Source: an optimization exercise on an open RTL-to-GDS flow (aim: small area, a short achievable clock period and few clock cycles). Production flows keep margins and buffers that such runs may drop.
Only simulation tests tie the RTL to the original design; equivalence was not proved.
Power is estimated from default activity; no workload was simulated.

**design/flow/config.mk**
```make
export PLATFORM = sky130hd
export DESIGN_NAME = nut_fcv
export DESIGN_NICKNAME = nut_fcv
export VERILOG_FILES = /design/flow/design.v
export SDC_FILE = /design/flow/constraint.sdc
export NUM_CORES = 4
export LEC_CHECK = 0
export CAP_MARGIN = 30
export CORE_MARGIN = 2
export CORE_UTILIZATION = 50
export CTS_BUF_LIST = sky130_fd_sc_hd__clkbuf_8 sky130_fd_sc_hd__clkbuf_16
export CTS_CLUSTER_DIAMETER = 80
export CTS_CLUSTER_SIZE = 30
export PLACE_DENSITY = 0.65
export SETUP_SLACK_MARGIN = 5
export SLEW_MARGIN = 30
```
**design/flow/constraint.sdc**
```tcl
create_clock -name core_clock -period 10.0 [get_ports {clk}]
set_input_delay 2.0000 -clock core_clock [delete_from_list [all_inputs] [get_ports {clk}]]
set_output_delay 2.0000 -clock core_clock [all_outputs]
set_load 0.01 [all_outputs]
```
**design/flow/design.v**
```verilog
module nut_fcv (
    input  wire        clk,
    input  wire        rst,         
    input  wire        bus_en,      
    input  wire        bus_we,      
    input  wire [1:0]  bus_size,    
    input  wire [11:0] bus_addr,    
    input  wire [31:0] bus_wdata,
    output reg  [31:0] bus_rdata    
);
    localparam [7:0]  SOI_CHAR     = 8'h7E;      
    localparam [7:0]  EOI_CHAR     = 8'h0D;
    localparam [15:0] PROTO_VER    = 16'h3132;   
    localparam [15:0] ADDR_DEFAULT = 16'h3130;   
    localparam [3:0] O_OK          = 4'd0;
    localparam [3:0] O_TIMEOUT     = 4'd1;
    localparam [3:0] O_IO_ERROR    = 4'd2;
    localparam [3:0] O_SHORT_READ  = 4'd3;
    localparam [3:0] O_REJECTED    = 4'd4;
    localparam [3:0] O_BAD_LCHK    = 4'd8;
    localparam [3:0] O_BAD_CHK     = 4'd9;
    localparam [3:0] O_BAD_ARGUMENT= 4'd10;
    localparam [3:0] O_ILLEGAL     = 4'd11;
    localparam [3:0] O_WRONG_MODE  = 4'd12;
    localparam [7:0] OP_BUILD    = 8'h01;
    localparam [7:0] OP_LCHK     = 8'h02;
    localparam [7:0] OP_PCHK     = 8'h03;
    localparam [7:0] OP_VALIDATE = 8'h04;
    localparam [7:0] OP_CHKLEN   = 8'h05;
    localparam [7:0] OP_CHKSUM   = 8'h06;
    localparam [7:0] OP_HEX2VAL  = 8'h07;
    localparam [7:0] OP_HEX2STR  = 8'h08;
    localparam [7:0] OP_EXCHANGE = 8'h09;
    localparam [7:0] OP_EXECUTE  = 8'h0A;
    localparam [7:0] OP_TICK     = 8'h0B;
    localparam [7:0] OP_PROBE    = 8'h0C;
    localparam [3:0] S_IDLE  = 3'd0;
    localparam [3:0] S_FIN   = 3'd1;    
    localparam [3:0] S_VC    = 3'd2;    
    localparam [3:0] S_STR   = 3'd3;    
    localparam [3:0] S_TAIL1 = 3'd4;    
    localparam [3:0] S_TAIL2 = 3'd5;    
    localparam [3:0] S_CSF   = 3'd6;    
    localparam [3:0] S_PFIN  = 3'd7;    
    localparam [3:0] S_RR    = 4'd8;    
    localparam [2:0] M_BUILD = 3'd0;
    localparam [2:0] M_PCHK  = 3'd1;
    localparam [2:0] M_CSUM  = 3'd2;
    localparam [2:0] M_VAL   = 3'd3;
    localparam [2:0] M_STR   = 3'd4;
    localparam [2:0] M_VLD   = 3'd5;
    localparam [2:0] M_CLEN  = 3'd6;
    function [4:0] hexdig;
        input [7:0] c;
        reg ok;
        begin
            ok = (c >= 8'h30 && c <= 8'h39) || (c >= 8'h41 && c <= 8'h46) ||
                 (c >= 8'h61 && c <= 8'h66);
            hexdig = {~ok, c[6] ? c[3:0] + 4'd9 : c[3:0]};
        end
    endfunction
    function [7:0] hexchr;
        input [3:0] n;
        begin
            hexchr = (n < 4'd10) ? (8'h30 + {4'd0, n}) : (8'h37 + {4'd0, n});
        end
    endfunction
    genvar gi;
    integer i, c, q;
    wire       acc_ok = (bus_size == 2'd2) && (bus_addr[1:0] == 2'd0);
    wire       a_reg  = (bus_addr[11:6] == 6'd0);
    wire       a_tx   = (bus_addr[11:7] == 5'b00010);
    wire       a_rx   = (bus_addr[11:7] == 5'b00100);
    wire       a_pl   = (bus_addr[11:7] == 5'b00110) && (bus_addr[6:2] < 5'd28);
    wire       a_str  = (bus_addr[11:7] == 5'b01000);
    wire       a_buf  = a_tx | a_rx | a_pl | a_str;
    wire       good   = acc_ok & (a_reg | a_buf);
    wire [3:0] ridx   = bus_addr[5:2];
    wire [4:0] bw     = bus_addr[6:2];
    reg         busy, done, overrun, nonhex, buserr;
    reg  [3:0]  outcome;
    reg  [59:0] result;       
    reg  [7:0]  rc;
    reg  [15:0] addr_r;
    reg  [31:0] cid;
    reg  [7:0]  pllen;
    reg  [7:0]  txlen;
    reg  [15:0] rxlen;
    reg  [6:0]  strlen;
    reg  [47:0] tx_hdr;
    reg  [3:0]  tx_n9;
    reg  [2:0]  tx_n11;
    reg  [3:0]  tx_n12;
    reg  [3:0]  st;
    reg  [3:0]  t_s0;         
    reg  [3:0]  t_k;          
    reg  [2:0]  md;
    reg  [7:0]  e_tx, e_rx;   
    reg  [7:0]  e_pll;        
    reg  [7:0]  e_plh;        
    reg  [127:0] ck;          
    reg  [79:0] ckd;          
    reg  [3:0]  ckc;          
    reg  [3:0]  lastc;        
    reg  [7:0]  slo, shi;     
    reg  [7:0]  hlo, hhi;     
    reg  [3:0]  hlen;         
    reg         par;          
    reg  [15:0] ckm;          
    reg  [15:0] ckh;          
    reg  [2:0]  rot;          
    reg         rev;          
    reg  [8:0]  jb;           
    reg  [8:0]  rm;           
    reg  [9:0]  gs;           
    reg  [7:0]  cyv;          
    reg  [2:0]  gc;           
    reg  [7:0]  gl;           
    reg  [15:0] acc;          
    reg         fnh;          
    reg  [4:0]  pnd;          
    reg  [6:0]  lreg;         
    wire [1023:0] txv, rxv, plv, stv;    
    wire hw = ~rst & bus_en & bus_we & good & ~busy;
    generate
        for (gi = 0; gi < 32; gi = gi + 1) begin : g_rx
            reg [31:0] w;
            always @(posedge clk)
                if (hw && a_rx && bw == gi) w <= bus_wdata;
            assign rxv[gi*32 +: 32] = w;
        end
    endgenerate
    generate
        for (gi = 0; gi < 27; gi = gi + 1) begin : g_pl
            reg [31:0] w;
            always @(posedge clk)
                if (hw && a_pl && bw == gi) w <= bus_wdata;
            assign plv[gi*32 +: 32] = w;
        end
    endgenerate
    reg [15:0] pl_w27;
    always @(posedge clk)
        if (hw && a_pl && bw == 5'd27) pl_w27 <= bus_wdata[15:0];
    wire [3:0]   b_lchk = 4'd0 - (pllen[3:0] + pllen[7:4]);
    wire [103:0] hdr = {hexchr(pllen[3:0]), hexchr(pllen[7:4]), 8'h30, hexchr(b_lchk),
                        cid, addr_r, PROTO_VER, SOI_CHAR};
    assign plv[895:864]   = {16'd0, pl_w27};
    assign plv[1023:896]  = {hdr, 24'd0};
    reg  [3:0]  tx_wc;
    reg  [15:0] tx_wm;
    wire [127:0] wbus;
    wire        tx_we = ~rst && ((st == S_STR && md == M_BUILD) || st == S_TAIL1 || st == S_TAIL2);
    generate
        for (gi = 13; gi < 128; gi = gi + 1) begin : g_tx
            reg [7:0] b;
            always @(posedge clk)
                if (tx_we && tx_wc == gi / 16 && tx_wm[gi % 16]) b <= wbus[(gi % 16)*8 +: 8];
            assign txv[gi*8 +: 8] = b;
        end
    endgenerate
    assign txv[103:0] = {hexchr(tx_n12), {5'b00110, tx_n11}, 8'h30, hexchr(tx_n9),
                         tx_hdr, PROTO_VER, SOI_CHAR};
    wire [7:0]  ln_dat [0:7];
    wire [7:0]  ln_wr;
    wire        st_we;
    generate
        for (gi = 0; gi < 64; gi = gi + 1) begin : g_st
            reg [7:0] b;
            always @(posedge clk)
                if (st_we && ln_wr[gi % 8] && (cyv[gi % 8] ? gs[gi / 8 + 2] : gs[gi / 8 + 1]))
                    b <= ln_dat[gi % 8];
            assign stv[gi*8 +: 8] = b;
        end
    endgenerate
    assign stv[1023:512] = 512'd0;
    wire [7:0] in_op  = bus_wdata[7:0];
    wire       k_off  = in_op[3] || (in_op[1] && in_op[0]);             
    wire [2:0] k_c0   = k_off ? bus_wdata[14:12] : 3'd0;
    wire       k_pl   = !in_op[3] && !in_op[2] && !in_op[1];            
    wire       k_tx   = !in_op[2] && in_op[1] && in_op[0] && !bus_wdata[24];    
    wire       k_rx   = !k_pl && !k_tx;
    reg  [7:0]   s_tx, s_rx, s_pll, s_plh, s_pl;
    reg  [3:0]   s_st;
    always @(*) begin
        for (c = 0; c < 8; c = c + 1) begin
            if (busy) begin
                s_tx[c]  = e_tx[c];
                s_rx[c]  = e_rx[c];
                s_pll[c] = e_pll[c];
                s_plh[c] = e_plh[c];
            end else if (bus_we) begin
                s_tx[c]  = k_tx && (k_c0 == c);
                s_rx[c]  = k_rx && (k_c0 == c);
                s_pll[c] = k_pl && (c == 0);
                s_plh[c] = k_pl && (c == 7);
            end else begin
                s_tx[c]  = (bus_addr[9:8] == 2'd1) && (bus_addr[6:4] == c);
                s_rx[c]  = (bus_addr[9:8] == 2'd2) && (bus_addr[6:4] == c);
                s_pll[c] = (bus_addr[9:8] == 2'd3) && (bus_addr[6:4] == c);
                s_plh[c] = (bus_addr[9:8] == 2'd3) && (bus_addr[6:4] == c);
            end
        end
        for (c = 0; c < 4; c = c + 1)
            s_st[c] = !busy && !bus_we && (bus_addr[9:8] == 2'd0) && (bus_addr[6:4] == c);
    end
    reg  [127:0] port;
    always @(*) begin
        port = 128'd0;
        for (q = 0; q < 16; q = q + 1) begin
            s_pl = (q < 3) ? s_pll : s_plh;
            for (c = 0; c < 8; c = c + 1) begin
                port[q*8 +: 8] = port[q*8 +: 8]
                               | ({8{s_tx[c]}} & txv[(c*16+q)*8 +: 8])
                               | ({8{s_rx[c]}} & rxv[(c*16+q)*8 +: 8])
                               | ({8{s_pl[c]}} & plv[(c*16+q)*8 +: 8]);
                if (c < 4)
                    port[q*8 +: 8] = port[q*8 +: 8] | ({8{s_st[c]}} & stv[(c*16+q)*8 +: 8]);
            end
        end
    end
    wire [31:0] status_word = {25'd0, buserr, nonhex, overrun, 2'b00, done, busy};
    reg  [31:0] reg_val;
    always @(*) begin
        case (ridx)
            4'h1: reg_val = status_word;
            4'h2: reg_val = {28'd0, outcome};
            4'h3: reg_val = result[31:0];
            4'h4: reg_val = {4'd0, result[59:32]};
            4'h5: reg_val = {24'd0, rc};
            4'h6: reg_val = 32'd3;                 
            4'h7: reg_val = {16'd0, addr_r};
            4'h8: reg_val = {16'd0, PROTO_VER};
            4'h9: reg_val = cid;
            4'hA: reg_val = {24'd0, pllen};
            4'hB: reg_val = {24'd0, txlen};
            4'hC: reg_val = {{16{rxlen[15]}}, rxlen};
            4'hD: reg_val = {25'd0, strlen};
            default: reg_val = 32'd0;              
        endcase
    end
    wire [31:0] buf_val = port[{bus_addr[3:2], 5'd0} +: 32];
    always @(posedge clk)
        bus_rdata <= !acc_ok ? 32'd0 : a_reg ? reg_val : a_buf ? buf_val : 32'd0;
    function [15:0] rmask;
        input [3:0] cc;
        input [7:0] lo, hi;
        integer k;
        reg fgl, fel, flh, feh;
        begin
            fgl = ({1'b0, cc} > {1'b0, lo[7:4]});
            fel = ({1'b0, cc} == {1'b0, lo[7:4]});
            flh = ({1'b0, cc} < {1'b0, hi[7:4]});
            feh = ({1'b0, cc} == {1'b0, hi[7:4]});
            for (k = 0; k < 16; k = k + 1)
                rmask[k] = (fgl || (fel && (k >= lo[3:0]))) && (flh || (feh && (k <= hi[3:0])));
        end
    endfunction
    wire [3:0]  nib [0:15];
    wire [15:0] nh;
    generate
        for (gi = 0; gi < 16; gi = gi + 1) begin : g_dec
            assign {nh[gi], nib[gi]} = ckd[gi*5 +: 5];
        end
    endgenerate
    reg  [10:0] sq [0:1];
    wire [15:0] acc_n = acc - {5'd0, sq[0]} - {5'd0, sq[1]};
    wire [3:0] phi [0:7];
    wire [3:0] plo [0:7];
    wire [7:0] phn, pln;
    generate
        for (gi = 0; gi < 8; gi = gi + 1) begin : g_pair
            if (gi == 0) begin : g0
                assign phi[gi] = par ? pnd[3:0] : nib[0];
                assign phn[gi] = par ? pnd[4]   : nh[0];
            end else begin : gn
                assign phi[gi] = par ? nib[2*gi-1] : nib[2*gi];
                assign phn[gi] = par ? nh[2*gi-1]  : nh[2*gi];
            end
            assign plo[gi] = par ? nib[2*gi] : nib[2*gi+1];
            assign pln[gi] = par ? nh[2*gi]  : nh[2*gi+1];
        end
    endgenerate
    wire        is_str = (md == M_STR);
    wire [8:0]  jq [0:7];
    wire [7:0]  p_valid, p_stop, p_eqm, p_le, p_prior, p_term, p_wr, p_nh;
    wire [8:0]  p_rin [0:7];      
    generate
        for (gi = 0; gi < 8; gi = gi + 1) begin : g_pq
            localparam [8:0] QV = gi;
            wire [8:0] jv = jb + QV;
            assign jq[gi] = jv;
            assign p_valid[gi] = !jv[8] && ($signed(rm) > $signed(QV));
            assign p_eqm[gi]   = (rm == QV);
            assign p_le[gi]    = !jv[8] && ($signed(rm) >= $signed(QV));
            assign p_stop[gi]  = p_valid[gi] && ({phi[gi], plo[gi]} == 8'h20);
            if (gi == 0) begin : g0
                assign p_prior[gi] = 1'b0;
            end else begin : gn
                assign p_prior[gi] = |p_stop[gi-1:0];
            end
            assign p_term[gi] = !p_prior[gi] && (p_stop[gi] || p_eqm[gi]);
            assign p_nh[gi]   = p_valid[gi] && !p_prior[gi] && (phn[gi] | pln[gi]);
            assign p_wr[gi]   = !p_prior[gi] && p_le[gi];
        end
        for (gi = 0; gi < 8; gi = gi + 1) begin : g_rin
            assign p_rin[gi] = rev ? {1'b0, phi[7-gi], plo[7-gi]}
                                   : {p_wr[gi], p_term[gi] ? 8'd0 : {phi[gi], plo[gi]}};
        end
    endgenerate
    wire       any_term = |p_term;
    reg  [6:0] term_j;
    always @(*) begin
        term_j = 7'd0;
        for (i = 0; i < 8; i = i + 1)
            if (p_term[i]) term_j = term_j | jq[i][6:0];
    end
    wire [8:0] p_rot [0:7];
    wire       v_a = (ckc == {1'b0, gc});
    wire       v_b = (ckc + 4'd1 == {1'b0, gc});
    generate
        for (gi = 0; gi < 8; gi = gi + 1) begin : g_lane
            localparam [2:0] R = gi;
            assign p_rot[gi] = p_rin[R + rot];
            assign ln_dat[gi] = rev ? {(2*gi+1 < hlen) ? p_rot[gi][7:4] : 4'd0,
                                       (2*gi   < hlen) ? p_rot[gi][3:0] : 4'd0}
                                    : p_rot[gi][7:0];
            assign ln_wr[gi]  = rev ? (gl[gi] ? v_a : v_b) : p_rot[gi][8];
        end
    endgenerate
    assign st_we = ~rst && (st == S_STR) && is_str;
    wire [3:0] s0 = t_s0;
    wire [3:0] tk = t_k;
    generate
        for (gi = 0; gi < 16; gi = gi + 1) begin : g_wb
            localparam [3:0] CG = gi;
            wire [3:0] d = CG - s0;
            wire [7:0] tc = (d == 4'd0) ? hexchr(acc_n[15:12]) :
                            (d == 4'd1) ? hexchr(acc_n[11:8])  :
                            (d == 4'd2) ? hexchr(acc_n[7:4])   :
                            (d == 4'd3) ? hexchr(acc_n[3:0])   : EOI_CHAR;
            assign wbus[gi*8 +: 8] = (st == S_STR) ? ck[((gi + 3) % 16)*8 +: 8] : tc;
            wire in_t = (d <= 4'd4);
            always @(*) begin
                if (st == S_STR)        tx_wm[gi] = ckm[(gi + 3) % 16];
                else if (st == S_TAIL1) tx_wm[gi] = in_t && (gi >= s0);
                else                    tx_wm[gi] = in_t && (gi < s0);
            end
        end
    endgenerate
    always @(*) begin
        if (st == S_STR)        tx_wc = ckc;
        else if (st == S_TAIL1) tx_wc = tk;
        else                    tx_wc = tk + 4'd1;
    end
    wire [7:0]  rc_v = {nib[7], nib[8]};
    wire        rc_nh = nh[7] | nh[8];
    wire [15:0] lw = {nib[9], nib[10], nib[11], nib[12]};
    wire        lw_nh = nh[9] | nh[10] | nh[11] | nh[12];
    wire        lw_bad = (nib[9] + nib[10] + nib[11] + nib[12]) != 4'd0;
    wire signed [15:0] n_s = rxlen;
    wire [7:0]  c_op  = bus_wdata[7:0];
    wire [7:0]  c_off = bus_wdata[15:8];
    wire [7:0]  c_len = bus_wdata[23:16];
    wire [7:0]  c_aux = bus_wdata[31:24];
    wire [11:0] c_l12 = bus_wdata[19:8];
    wire [8:0]  c_end = {1'b0, c_off} + {1'b0, c_len};    
    wire [7:0]  c_e   = c_off + c_len - 8'd1;             
    wire [6:0]  c_nmax = ({1'b0, c_len[7:1]} < c_aux - 8'd1) ? c_len[7:1] : c_aux[6:0] - 7'd1;
    wire [3:0]  c_hh   = ({1'b0, c_off[3:0]} + 5'd1) >> 1;
    reg c_fmt;
    always @(*) begin
        case (c_op)
            OP_BUILD, OP_CHKLEN, OP_CHKSUM, OP_EXCHANGE, OP_TICK, OP_PROBE:
                c_fmt = (bus_wdata[31:8] == 24'd0);
            OP_LCHK:                 c_fmt = (bus_wdata[31:20] == 12'd0);
            OP_PCHK:                 c_fmt = (bus_wdata[31:25] == 7'd0);
            OP_VALIDATE, OP_EXECUTE: c_fmt = (bus_wdata[31:16] == 16'd0);
            OP_HEX2VAL:              c_fmt = (bus_wdata[31:24] == 8'd0);
            OP_HEX2STR:              c_fmt = 1'b1;
            default:                 c_fmt = 1'b0;
        endcase
    end
    wire accept = ~rst & bus_en & bus_we & good & a_reg & (ridx == 4'h0) & ~busy;
    wire [11:0] cs_l  = lw[11:0];
    wire [7:0]  cs_e  = {1'b0, cs_l[6:0]} + 8'd16;
    wire        cs_l3 = (cs_l[6:0] >= 7'd3);
    wire        cs_go = !lw_nh && !lw_bad && (cs_l <= 12'd110) &&
                        !(n_s < $signed({4'd0, cs_l}) + 16'sd17);
    wire str_end = is_str ? any_term : (ckc == lastc);
    reg  [3:0]  n_c;
    reg  [7:0]  n_slo, n_shi, n_hlo, n_hhi;
    reg         n_rot;
    always @(*) begin
        n_c   = ckc + 4'd1;
        n_slo = slo;
        n_shi = shi;
        n_hlo = hlo;
        n_hhi = hhi;
        n_rot = (md == M_BUILD);
        if (accept) begin
            n_c   = k_off ? c_off[7:4] : 4'd0;
            n_rot = (c_op == OP_BUILD);
            n_slo = (c_op == OP_BUILD || c_op == OP_CHKSUM) ? 8'd1 : c_off;
            n_shi = (c_op == OP_BUILD) ? pllen + 8'd12 : (c_op == OP_CHKSUM) ? 8'd15 : c_e;
            n_hlo = c_off;
            n_hhi = c_e;
        end else if (st == S_VC) begin
            n_c   = 4'd1;
            n_rot = 1'b0;
            n_slo = 8'd1;
            n_shi = {1'b0, cs_l[6:0]} + 8'd12;
            n_hlo = {1'b0, cs_l[6:0]} + 8'd13;
            n_hhi = {1'b0, cs_l[6:0]} + 8'd16;
        end else if (st == S_RR) begin
            n_c   = 4'd0;
            n_rot = 1'b0;
        end
    end
    wire [15:0] n_sm = rmask(n_c, n_slo, n_shi);
    always @(posedge clk) begin
        ck   <= port;
        for (i = 0; i < 16; i = i + 1)
            ckd[i*5 +: 5] <= hexdig(port[i*8 +: 8]);
        pnd  <= {nh[15], nib[15]};
        for (i = 0; i < 2; i = i + 1)
            sq[i] <= !(st == S_STR || (st == S_VC && md == M_CSUM && cs_l3)) ? 11'd0 :
                     (({3'd0, ckm[8*i]   ? ck[64*i +: 8]    : 8'd0} +
                       {3'd0, ckm[8*i+1] ? ck[64*i+8 +: 8]  : 8'd0}) +
                      ({3'd0, ckm[8*i+2] ? ck[64*i+16 +: 8] : 8'd0} +
                       {3'd0, ckm[8*i+3] ? ck[64*i+24 +: 8] : 8'd0})) +
                     (({3'd0, ckm[8*i+4] ? ck[64*i+32 +: 8] : 8'd0} +
                       {3'd0, ckm[8*i+5] ? ck[64*i+40 +: 8] : 8'd0}) +
                      ({3'd0, ckm[8*i+6] ? ck[64*i+48 +: 8] : 8'd0} +
                       {3'd0, ckm[8*i+7] ? ck[64*i+56 +: 8] : 8'd0}));
        ckm  <= n_rot ? {n_sm[12:0], n_sm[15:13]} : n_sm;
        ckh  <= rmask(n_c, n_hlo, n_hhi);
        acc  <= acc_n;
        e_tx  <= {e_tx[6:0], e_tx[7]};
        e_rx  <= {e_rx[6:0], e_rx[7]};
        e_pll <= {e_pll[6:0], e_pll[7]};
        e_plh <= e_pll;
        if (rst) begin
            busy      <= 1'b0;
            done      <= 1'b0;
            overrun   <= 1'b0;
            nonhex    <= 1'b0;
            buserr    <= 1'b0;
            outcome   <= 4'd0;
            result    <= 60'd0;
            rc        <= 8'd0;
            addr_r    <= ADDR_DEFAULT;
            cid       <= 32'd0;
            pllen     <= 8'd0;
            txlen     <= 8'd0;
            rxlen     <= 16'd0;
            strlen    <= 7'd0;
            st        <= S_IDLE;
        end else begin
            if (bus_en) begin
                if (!good) begin
                    buserr <= 1'b1;
                end else if (!bus_we) begin
                end else if (a_reg && ridx == 4'h1) begin
                    if (bus_wdata[4]) overrun <= 1'b0;
                    if (bus_wdata[5]) nonhex  <= 1'b0;
                    if (bus_wdata[6]) buserr  <= 1'b0;
                end else if (busy) begin
                    overrun <= 1'b1;
                end else if (a_reg) begin
                    case (ridx)
                        4'h7: addr_r <= bus_wdata[15:0];
                        4'h9: cid    <= bus_wdata;
                        4'hA: pllen  <= bus_wdata[7:0];
                        4'hC: rxlen  <= bus_wdata[15:0];
                        default: ;
                    endcase
                end
            end
            if (accept) begin
                busy    <= 1'b1;
                done    <= 1'b0;
                st      <= S_FIN;
                outcome <= O_OK;
                acc     <= 16'd0;
                ckc     <= c_off[7:4];
                e_tx    <= 8'd0;
                e_rx    <= 8'd0;
                e_pll   <= 8'd0;
                e_plh   <= 8'd0;
                if (c_op < OP_BUILD || c_op > OP_PROBE || !c_fmt) begin
                    outcome <= O_ILLEGAL;
                end else begin
                    case (c_op)
                        OP_BUILD: begin
                            e_pll <= 8'b0000_0010;
                            e_plh <= 8'b0000_0001;
                            if (pllen > 8'd110) outcome <= O_BAD_ARGUMENT;
                            else begin
                                md     <= M_BUILD;
                                st     <= S_STR;
                                ckc    <= 4'd0;
                                slo    <= 8'd1;
                                shi    <= pllen + 8'd12;
                                lastc  <= ({1'b0, pllen[6:0]} + 8'd12) >> 4;
                                txlen  <= pllen + 8'd18;
                                tx_hdr <= {cid, addr_r};
                                tx_n9  <= b_lchk;
                                tx_n11 <= pllen[6:4];
                                tx_n12 <= pllen[3:0];
                                t_s0   <= pllen[3:0] + 4'd13;
                                t_k    <= ({1'b0, pllen[6:0]} + 8'd13) >> 4;
                            end
                        end
                        OP_LCHK: begin
                            result <= {44'd0, 4'd0 - (c_l12[3:0] + c_l12[7:4] + c_l12[11:8]), c_l12};
                        end
                        OP_PCHK: begin
                            if (bus_wdata[24]) e_rx <= 8'd1 << (c_off[6:4] + 3'd1);
                            else               e_tx <= 8'd1 << (c_off[6:4] + 3'd1);
                            if (c_end > 9'd128) outcome <= O_BAD_ARGUMENT;
                            else if (c_len == 8'd0) result <= 60'd0;
                            else begin
                                md    <= M_PCHK;
                                st    <= S_STR;
                                slo   <= c_off;
                                shi   <= c_e;
                                lastc <= {1'b0, c_e[6:4]};
                            end
                        end
                        OP_VALIDATE, OP_CHKLEN, OP_CHKSUM: begin
                            e_rx <= 8'd2;      
                            ckc  <= 4'd0;
                            if (n_s < 0)       outcome <= O_IO_ERROR;
                            else if (n_s == 0) outcome <= O_TIMEOUT;
                            else if (c_op == OP_VALIDATE &&
                                     (n_s < 16'sd9 || n_s < $signed({8'd0, c_off})))
                                outcome <= O_SHORT_READ;
                            else if (c_op != OP_VALIDATE && n_s < 16'sd13)
                                outcome <= O_SHORT_READ;
                            else begin
                                st <= S_VC;
                                md <= (c_op == OP_VALIDATE) ? M_VLD :
                                      (c_op == OP_CHKLEN) ? M_CLEN : M_CSUM;
                            end
                        end
                        OP_HEX2VAL: begin
                            e_rx <= 8'd1 << (c_off[6:4] + 3'd1);
                            if (c_len > 8'd15) result <= 60'd0;
                            else if (c_end > 9'd128) outcome <= O_BAD_ARGUMENT;
                            else begin
                                result <= 60'd0;
                                if (c_len != 8'd0) begin
                                    md    <= M_VAL;
                                    st    <= S_STR;
                                    hlo   <= c_off;
                                    hhi   <= c_e;
                                    hlen  <= c_len[3:0];
                                    rev   <= 1'b1;
                                    rot   <= ~c_e[3:1];
                                    gc    <= c_e[6:4];
                                    for (i = 0; i < 8; i = i + 1) gl[i] <= (i <= c_e[3:1]);
                                    par   <= ~c_e[0];
                                    lastc <= {1'b0, c_e[6:4]};
                                end
                            end
                        end
                        OP_HEX2STR: begin
                            e_rx <= 8'd1 << (c_off[6:4] + 3'd1);
                            if (c_aux == 8'd0 || c_aux > 8'd128) outcome <= O_BAD_ARGUMENT;
                            else if (c_end > 9'd128) outcome <= O_BAD_ARGUMENT;
                            else begin
                                md   <= M_STR;
                                st   <= S_STR;
                                par  <= c_off[0];
                                rev  <= 1'b0;
                                rot  <= c_hh[2:0];
                                jb   <= 9'd0 - {5'd0, c_hh};
                                rm   <= {2'd0, c_nmax} + {5'd0, c_hh};
                                gs   <= (c_off[3:0] == 4'hF) ? 10'd1 : 10'd2;
                                for (i = 0; i < 8; i = i + 1) cyv[i] <= ({1'b0, c_hh[2:0]} + i) >= 8;
                            end
                        end
                        OP_EXECUTE, OP_TICK: outcome <= O_WRONG_MODE;
                        default:             outcome <= O_ILLEGAL;    
                    endcase
                end
            end
            case (st)
                S_FIN: begin
                    busy <= 1'b0;
                    done <= 1'b1;
                    st   <= S_IDLE;
                end
                S_VC: begin
                    case (md)
                        M_VLD: begin
                            rc <= rc_v;
                            if (rc_nh) nonhex <= 1'b1;
                            if (rc_v != 8'd0) begin
                                result  <= (rc_v <= 8'd6) ? {52'd0, rc_v} : 60'd7;
                                outcome <= O_REJECTED;
                            end else begin
                                result  <= {44'd0, rxlen};
                            end
                            busy <= 1'b0; done <= 1'b1; st <= S_IDLE;
                        end
                        default: begin    
                            e_rx <= cs_l3 ? 8'b0000_0100 : 8'b0000_0001;
                            if (lw_nh) begin
                                outcome <= O_BAD_LCHK;
                                busy <= 1'b0; done <= 1'b1; st <= S_IDLE;
                            end else begin
                                result <= {48'd0, lw[11:0]};
                                if (lw_bad) begin
                                    outcome <= O_BAD_LCHK;
                                    busy <= 1'b0; done <= 1'b1; st <= S_IDLE;
                                end else if (md == M_CLEN) begin
                                    busy <= 1'b0; done <= 1'b1; st <= S_IDLE;
                                end else if (cs_l > 12'd110) begin
                                    outcome <= O_BAD_LCHK;
                                    busy <= 1'b0; done <= 1'b1; st <= S_IDLE;
                                end else if (!cs_go) begin
                                    outcome <= O_SHORT_READ;
                                    busy <= 1'b0; done <= 1'b1; st <= S_IDLE;
                                end else begin
                                    st    <= cs_l3 ? S_STR : S_RR;
                                    ckc   <= 4'd1;
                                    lreg  <= cs_l[6:0];
                                    slo   <= 8'd1;
                                    shi   <= {1'b0, cs_l[6:0]} + 8'd12;
                                    hlo   <= {1'b0, cs_l[6:0]} + 8'd13;
                                    hhi   <= {1'b0, cs_l[6:0]} + 8'd16;
                                    hlen  <= 4'd4;
                                    rev   <= 1'b1;
                                    rot   <= ~cs_e[3:1];
                                    gc    <= cs_e[6:4];
                                    for (i = 0; i < 8; i = i + 1) gl[i] <= (i <= cs_e[3:1]);
                                    par   <= ~cs_l[0];
                                    lastc <= ({1'b0, cs_l[6:0]} + 8'd16) >> 4;
                                    fnh   <= 1'b0;
                                end
                            end
                        end
                    endcase
                end
                S_STR: begin
                    ckc <= ckc + 4'd1;
                    jb  <= jb + 9'd8;
                    rm  <= rm - 9'd8;
                    gs  <= {gs[8:0], 1'b0};
                    case (md)
                        M_BUILD: begin
                            if (str_end) st <= S_TAIL1;
                        end
                        M_PCHK: begin
                            if (str_end) st <= S_PFIN;
                        end
                        M_STR: begin
                            if (|p_nh) nonhex <= 1'b1;
                            if (any_term) begin
                                strlen <= term_j;
                                busy <= 1'b0; done <= 1'b1; st <= S_IDLE;
                            end
                        end
                        default: begin    
                            for (i = 0; i < 7; i = i + 1)
                                if (ln_wr[i]) result[i*8 +: 8] <= ln_dat[i];
                            if (ln_wr[7]) result[59:56] <= ln_dat[7][3:0];
                            if (md == M_VAL) begin
                                if (|(ckh & nh)) nonhex <= 1'b1;
                                if (str_end) begin
                                    busy <= 1'b0; done <= 1'b1; st <= S_IDLE;
                                end
                            end else begin
                                if (|(ckh & nh)) fnh <= 1'b1;
                                if (str_end) st <= S_CSF;
                            end
                        end
                    endcase
                end
                S_RR: begin
                    e_rx <= 8'b0000_0010;
                    ckc  <= 4'd0;
                    st   <= S_STR;
                end
                S_PFIN: begin
                    result <= {44'd0, acc_n};
                    busy <= 1'b0; done <= 1'b1; st <= S_IDLE;
                end
                S_TAIL1: begin
                    if (s0 >= 4'd12) st <= S_TAIL2;
                    else begin busy <= 1'b0; done <= 1'b1; st <= S_IDLE; end
                end
                S_TAIL2: begin
                    busy <= 1'b0; done <= 1'b1; st <= S_IDLE;
                end
                S_CSF: begin
                    if (fnh) begin
                        result  <= {53'd0, lreg};
                        outcome <= O_BAD_CHK;
                    end else if (result[15:0] != acc_n) begin
                        outcome <= O_BAD_CHK;
                    end
                    busy <= 1'b0; done <= 1'b1; st <= S_IDLE;
                end
                default: ;
            endcase
        end
    end
endmodule
```
**design/flow/run.sh**
```bash
#!/bin/bash
# synth_recipe.tcl (not shown) runs the flow's synth.tcl, then flattens the netlist and writes it again
# the make line also repeats each setting of config.mk as NAME=value (left out here)
make -C /OpenROAD-flow-scripts/flow DESIGN_CONFIG=/design/flow/config.mk WORK_HOME=/design/flow/orfs CLKGATE_MAP_FILE= SYNTH_SCRIPT=/design/flow/synth_recipe.tcl finish
```
==> run summary, run 1 <==
final WL 1010000 um; async set-reset flop share out of synthesis 0; synthesized instance count 12.8k; Die Y 591 um; Post-synth EDFFs 3509; leakage 66.6 nW; WP data required 10.83 ns; setup violators final 0; crit end category flip-flop; final hold vios 0; GR Util All Layers 0.558; initial antenna violation count 179; gpl congestion 1.15; Post-synth top flop edfxtp_1; Placed Instance Area 183000 um^2; CTS max path bufs 4; Worst Setup Slack, final 4.62 ns; Inst Count DP 17.3k; Worst Max-Slew Pin Slew 1.36 ns; dpl ws 0.865 ns; residual DRC count 0; Synthesized Nets 13.2k; Max Freq 0.186 GHz; Initial Util 0.502; cts bufs inserted 189; post-synthesis register bit count 4016; clk sink count 4016; worst min-delay path class flip-flop to flip-flop; Worst Path Arrival 6.22 ns; die area 350000 um^2; CTS clk-pin slew, worst paths 0.09 ns; highest fanout seen on the critical path 28; total power 41.2 mW; pwr dens 206 nW/um^2; area grow syn2layout 16.2%; Port Buffer Count 81; gr ovfl total 0; max cap viols 0; drt first pass iters 17; kind of critical path primary input to flip-flop; yosys warns 2; CP Launch Type primary input; worst vdd ir 0.000329 V; RSZ-0062 raised after global routing true; Post-DP HPWL 715000 um; final cell count without fillers 18.4k; syn avg cell area 13.4 um^2; status no timing/DRC/antenna violations; Iteration-0 DRC Markers 33.5k; CTS tree yes; DR vias 145k; layout cell share with drive strength beyond 1 0.197; post-route cell area 200000 um^2; Synth cell types 109; Die X 591 um; crit path time final 5.38 ns; Vias/cell 7.89; H-tree level count 4; fin. max-slew vios 0; layout net count 13.9k; global-route wire length before repair 1270000 um; core area 343000 um^2; Rel. slew slack 0.0885; post-route ant nets 0; setup_tns 0 ns; Final period util 0.538; vias in the first global route 127k; WL/cell 55.1 um; I/O pin count 82; final clock skew 0.124 ns; CTS root buf clkbuf_16; Clk Latency, worst-skew pair 1.07 ns; register area share after synthesis 0.670; Row Count 215; largest net degree at the start of global routing 109; Post-Syn Area 172000 um^2
-- layer usage --
metal,share of wire,global-route usage
met5,0.0023,0.0363
met4,0.12,0.495
met3,0.19,0.336
met2,0.38,0.739
met1,0.30,0.622
-- cells in the final DEF (no fill, tap or decap), types with 47 or more instances in the layout --
cell type,instances
and3_1,98
o22ai_1,67
buf_4,994
nand3_1,283
nand2b_1,48
and2_1,102
dfxtp_1,474
nor2_1,581
a21oi_4,47
a21oi_1,484
mux2i_1,173
mux4_2,85
nand4_1,227
inv_1,405
a21oi_2,64
clkbuf_16,207
a221oi_1,222
diode_2,150
fa_1,104
buf_12,115
nand2_1,1073
nor3_1,118
ha_1,212
nor2_4,128
edfxtp_1,3509
o21ai_0,317
o21ai_1,50
a221o_1,64
a22o_1,210
o211ai_1,77
buf_6,67
nor2_2,125
xnor2_1,141
a222oi_1,340
a22oi_1,696
a211oi_1,90
a21o_1,51
a31oi_1,68
-- sequential cells by signal, indices dropped and copies added, names as in the netlist, 22 cells and up --
| register | count |
|---|---|
| cid | 32 |
| g_tx.b | 920 |
| bus_rdata | 32 |
| g_st.b | 512 |
| result | 60 |
| g_rx.w | 1024 |
| g_pl.w | 864 |
| sq | 22 |
| ckd | 80 |
| tx_hdr | 48 |
| ck | 128 |
-- Yosys cell counts, types with 52 or more instances --
| cell type | n | share of area |
|---|---|---|
| edfxtp_1 | 3509 | 0.61 |
| nand2_1 | 1119 | 0.024 |
| nor2_1 | 829 | 0.018 |
| a22oi_1 | 705 | 0.031 |
| a21oi_1 | 593 | 0.017 |
| clkbuf_1 | 541 | 0.012 |
| dfxtp_1 | 507 | 0.059 |
| o21ai_0 | 389 | 0.011 |
| inv_1 | 371 | 0.0081 |
| a222oi_1 | 340 | 0.020 |
| nand3_1 | 310 | 0.0090 |
| a221oi_1 | 242 | 0.012 |
| ha_1 | 233 | 0.017 |
| nand4_1 | 227 | 0.0082 |
| a22o_1 | 221 | 0.011 |
| mux2i_1 | 178 | 0.010 |
| nor3_1 | 176 | 0.0051 |
| xnor2_1 | 163 | 0.0083 |
| buf_2 | 156 | 0.0045 |
| buf_1 | 128 | 0.0028 |
| fa_1 | 118 | 0.014 |
| and2_1 | 111 | 0.0040 |
| a211oi_1 | 107 | 0.0047 |
| and3_1 | 106 | 0.0038 |
| a31oi_1 | 95 | 0.0034 |
| mux4_2 | 85 | 0.011 |
| o211ai_1 | 77 | 0.0034 |
| o22ai_1 | 76 | 0.0028 |
| a221o_1 | 65 | 0.0038 |
| o31ai_1 | 59 | 0.0026 |
| a21o_1 | 56 | 0.0024 |
| nor4_1 | 55 | 0.0020 |
| nand2b_1 | 54 | 0.0020 |
| or3_1 | 52 | 0.0019 |
-- repair_timing --
| action | in CTS | in global routing |
|---|---|---|
| hold buffers | 0 | 0 |
| gates resized for setup | 739 | 370 |
| pin swaps | 146 | 153 |
| cloned | 28 | 19 |
| endpoints found under the setup margin | 4708 | 2841 |
| setup buffers | 252 | 234 |
-- power by group --
group	internal, mW	total, mW	switching, mW
clock network	3.79	9.68	5.89
logic	2.90	11.9	8.95
registers	18.9	19.6	0.765
total	25.6	41.2	15.6
-- critical path, stage by stage --
cell       delay, ns
buf_12          0.14
nor2_1          0.41
nand2_1         0.32
a2111oi_4       0.60
buf_4           0.31
buf_6           0.38
or2_2           0.33
a222oi_1        0.12
nand3_2         0.30
nor2_4          0.08
buf_12          0.15
buf_12          0.13
inv_1           0.08
ha_1            0.18
nand2_1         0.10
xnor2_2         0.44
-- cell type report --
type,instances,area [um^2]
sequential,4016,116000
clock inverter,139,1320
inverter,376,1520
fill,26681,143000
multi-input combinational,7622,58100
timing repair buffer,1302,12900
antenna,150,375
tap,4557,5700
timing repair inverter,1,8.76
clock buffer,194,4840
-- logic make-up after synthesis --
family / synth area share
adders and majority gates: 0.0306
DFF: 0.670
AOI/OAI and AO/OA: 0.149
and+or+nand+nor: 0.0885
muxes: 0.0240
buffers and inverters: 0.0276
xor gates and xnor gates: 0.0106
-- worst paths after layout --
kind	from	endpoint	slack (ns)	cells past startpoint
setup / recovery	bus_wdata[13]	ckd[42]	4.62	16
hold / removal	rc[7]	rc[7]	0.46	2
setup reg to reg	busy	ckd[34]	4.63	12
hold reg to reg	rc[7]	rc[7]	0.46	2
-- per-stage QoR --
step,hold slack (ns),util
3_3_place_gp,0.438,0.532
3_5_place_dp,0.444,0.534
4_1_cts,0.462,0.570
6_report,0.462,0.584
2_1_floorplan,0.344,-
5_1_grt,0.475,0.583
Testbench counts, summed over its fixed seeds: cycles 30,839.
==> run 2, diff against run 1 <==
--- a/design/flow/config.mk
+++ b/design/flow/config.mk
@@ -9,7 +9,4 @@
 export CORE_MARGIN = 2
 export CORE_UTILIZATION = 50
-export CTS_BUF_LIST = sky130_fd_sc_hd__clkbuf_8 sky130_fd_sc_hd__clkbuf_16
-export CTS_CLUSTER_DIAMETER = 80
-export CTS_CLUSTER_SIZE = 30
 export PLACE_DENSITY = 0.65
 export SETUP_SLACK_MARGIN = 5
==> run summary, run 2 <==
final hold vios 0 (unchanged); CTS root buf clkbuf_16 (unchanged); Placed Instance Area 183000 um^2 (unchanged); Worst Max-Slew Pin Slew 1.27 ns (was 1.36 ns); initial antenna violation count 171 (was 179); leakage 69.3 nW (was 66.6 nW); crit path time final 5.34 ns (was 5.38 ns); switching share of power 0.356 (was 0.379); gr ovfl total 0 (unchanged); drt first pass iters 13 (was 17); post-route cell area 206000 um^2 (was 200000 um^2); Post-Syn Area 172000 um^2 (unchanged); Worst Setup Slack, final 4.66 ns (was 4.62 ns); Max Freq 0.187 GHz (was 0.186 GHz); max reg flops 1024 (unchanged); Post-synth EDFFs 3509 (unchanged); global-route wire length before repair 1280000 um (was 1270000 um); Top reg by flops g_rx.w (unchanged); pwr dens 228 nW/um^2 (was 206 nW/um^2); most frequent cells in the layout edfxtp_1 (3509), nand2_1 (1076), buf_4 (969) (was edfxtp_1 (3509), nand2_1 (1073), buf_4 (994)); yosys warns 2 (unchanged); setup violators final 0 (unchanged); clk sink count 4016 (unchanged); multi-input logic area 57900 um^2 (was 58100 um^2); H-tree level count 5 (was 4); async set-reset flop share out of synthesis 0 (unchanged); largest registers g_rx.w x1024, g_tx.b x920, g_pl.w x864 (unchanged); kind of critical path primary input to flip-flop (unchanged); most common cell after layout, fill and taps aside edfxtp_1 (unchanged); area grow syn2layout 19.7% (was 16.2%); die area 350000 um^2 (unchanged); DR vias 147k (was 145k); Row Count 215 (unchanged); dpl ws 0.865 ns (unchanged); GR Util All Layers 0.562 (was 0.558); post-synthesis register bit count 4016 (unchanged); worst min-delay path class flip-flop to flip-flop (unchanged); final design utilization 0.601 (was 0.584); Power Internal 30.3 mW (was 25.6 mW); core area 343000 um^2 (unchanged); Iteration-0 DRC Markers 34.9k (was 33.5k); Initial Util 0.502 (unchanged); r2r setup slk 4.79 ns (was 4.63 ns); Post-DP HPWL 715000 um (unchanged); register area share after synthesis 0.670 (unchanged); Synthesized Nets 13.2k (unchanged); final WL 1020000 um (was 1010000 um); top cells by count, synth edfxtp_1 (3509), nand2_1 (1119), nor2_1 (829) (unchanged); Vias/cell 7.82 (was 7.89); Die X 591 um (unchanged); crit end category flip-flop (unchanged); Post-synth top flop edfxtp_1 (unchanged); CTS max path bufs 4 (unchanged); final clock skew 0.103 ns (was 0.124 ns); worst vdd ir 0.000404 V (was 0.000329 V); CP Launch Type primary input (unchanged); CTS clk-pin slew, worst paths 0.06 ns (was 0.09 ns); layout net count 14.1k (was 13.9k); largest net degree at the start of global routing 109 (unchanged); WP data required 10.91 ns (was 10.83 ns); post-route ant nets 0 (unchanged); max cap viols 0 (unchanged); residual DRC count 0 (unchanged); Synth cell types 109 (unchanged); layout cell share with drive strength beyond 1 0.208 (was 0.197); RSZ-0062 raised after global routing true (unchanged); sw power 16.7 mW (was 15.6 mW); highest fanout seen on the critical path 30 (was 28); syn avg cell area 13.4 um^2 (unchanged); Port Buffer Count 81 (unchanged); Die Y 591 um (unchanged); combinational fraction of design power 0.251 (was 0.288); I/O pin count 82 (unchanged); setup_tns 0 ns (unchanged); synthesized instance count 12.8k (unchanged); synth top area cells edfxtp_1 (61%), dfxtp_1 (5.9%), a22oi_1 (3.1%) (unchanged); status no timing/DRC/antenna violations (unchanged); vias in the first global route 129k (was 127k); Worst Path Arrival 6.25 ns (was 6.22 ns); Final period util 0.534 (was 0.538); Clk Latency, worst-skew pair 1.12 ns (was 1.07 ns); dominant cell type by area after synthesis edfxtp_1 (unchanged); CTS tree yes (unchanged); most frequent cell after synthesis edfxtp_1 (unchanged); FF+latch area 116000 um^2 (about the same); Clk pwr share 0.330 (was 0.235); cts bufs inserted 403 (was 189); WL/cell 54.2 um (was 55.1 um); Synth top area share 0.611 (unchanged); fin. max-slew vios 0 (unchanged); # fillers 26.0k (was 26.7k); gpl congestion 1.15 (unchanged); Rel. slew slack 0.143 (was 0.0885); Sequential Power Share 0.419 (was 0.477)
-- run 2: worst paths after layout --
kind | start | end | cells past startpoint
setup / recovery | bus_we | ckd[48] | 13
hold / removal | e_rx[6] | e_rx[7] | 2
setup reg to reg | ckd[6] | g_st[42].b[2] | 8
hold reg to reg | e_rx[6] | e_rx[7] | 2
-- run 2: kinds of logic (layout without fill, tap and decap cells) --
kind of cell / Yosys count / count (layout) / synth area share
AOI/OAI and AO/OA: 3488 / 3490 / 0.149
xor gates and xnor gates: 206 / 206 / 0.0106
adders and majority gates: 351 / 351 / 0.0306
buffers and inverters: 1206 / 2372 / 0.0276
DFF: 4016 / 4016 / 0.670
muxes: 303 / 303 / 0.0240
other: 0 / 181 / 0
and+or+nand+nor: 3258 / 3271 / 0.0885
-- run 2: metal layers --
| metal | track usage | wire length, um | vias to the layer above |
|---|---|---|---|
| met5 | 0.0368 | 2510 | - |
| met4 | 0.502 | 122000 | 74 |
| met3 | 0.331 | 192000 | 4601 |
| met2 | 0.743 | 388000 | 17289 |
| met1 | 0.631 | 311000 | 71986 |
| li1 | - | - | 52658 |
-- run 2: area by class of cell --
cell class | instances | share of cell area
timing repair inverter | 1 | 0.0000424
multi-input combinational | 7621 | 0.280
clock inverter | 233 | 0.0115
sequential | 4016 | 0.560
antenna | 181 | 0.00219
clock buffer | 513 | 0.0521
inverter | 376 | 0.00725
timing repair buffer | 1249 | 0.0589
tap | 4557 | 0.0276
-- run 2: repair_timing --
item / CTS / global route
endpoints found under the hold margin: 0 / 0
setup endpoints to repair: 4773 / 2124
hold buffers: 0 / 0
buffers inserted: 235 / 205
resized for setup: 718 / 326
pin swaps: 142 / 101
cloned: 24 / 16
-- run 2: power groups by stage --
| stage | combinational, mW | sequential (mW) | clock, mW |
|---|---|---|---|
| after floorplan | 3.61 | 19.4 | 0 |
| after global placement | 9.57 | 19.9 | 0 |
| after detailed placement | 9.67 | 19.9 | 0 |
| after CTS | 10.3 | 19.6 | 15.2 |
| after global routing | 11.3 | 19.6 | 15.9 |
| final | 11.8 | 19.7 | 15.5 |
-- run 2: critical path, cell delays in order --
cell and delay, ns:
buf_6 0.13, buf_12 0.16, buf_4 0.12, buf_4 0.11
nor4b_4 0.05, a21oi_1 0.42, a21boi_4 0.19, buf_4 0.34
a22oi_1 0.76, nand4_1 0.64, nor3_4 0.59, o31a_1 0.24
xor2_1 0.40
-- run 2: stage by stage --
step	power, mW	std cells	hold WS, ns
floorplan	23.0	12828	0.344
global placement	29.5	17313	0.438
detailed placement	29.6	17331	0.444
CTS	45.1	18336	0.449
global route	46.8	18584	0.473
finish	47.0	18747	0.459

[separate check: timing with driven ports]
The results above use ideal ports. As a check the final layouts listed here were re-extracted and re-timed, cells and wires unchanged.
Step 1: set_driving_cell puts a clkbuf_16 on clk and a buf_2 on each other input, an assumption about the parent block.
Step 2 moves the port delays by t, midway between the first and last clock arrival at a register: inputs arrive t later, outputs are due t later. That takes back most of the time a late clock gives input paths.
Slacks: ideal / step 1 / step 2; pairs: ideal / step 1.
| run | t, ns | slack for setup (ns) | worst hold slack (ns) | cell pins on the clock port's net |
|---|---|---|---|---|
| run 1 | 1.124 | 4.617 / 4.573 / 3.449 | 0.462 / 0.462 / 0.462 | 1 |
| run 2 | 1.170 | 4.661 / 4.537 / 3.367 | 0.459 / 0.459 / 0.459 | 1 |
After both steps every run listed still meets setup and hold. For run 2, which loses most, drivers alone change the setup slack by -0.124 ns; drivers and shift together by -1.294 ns.
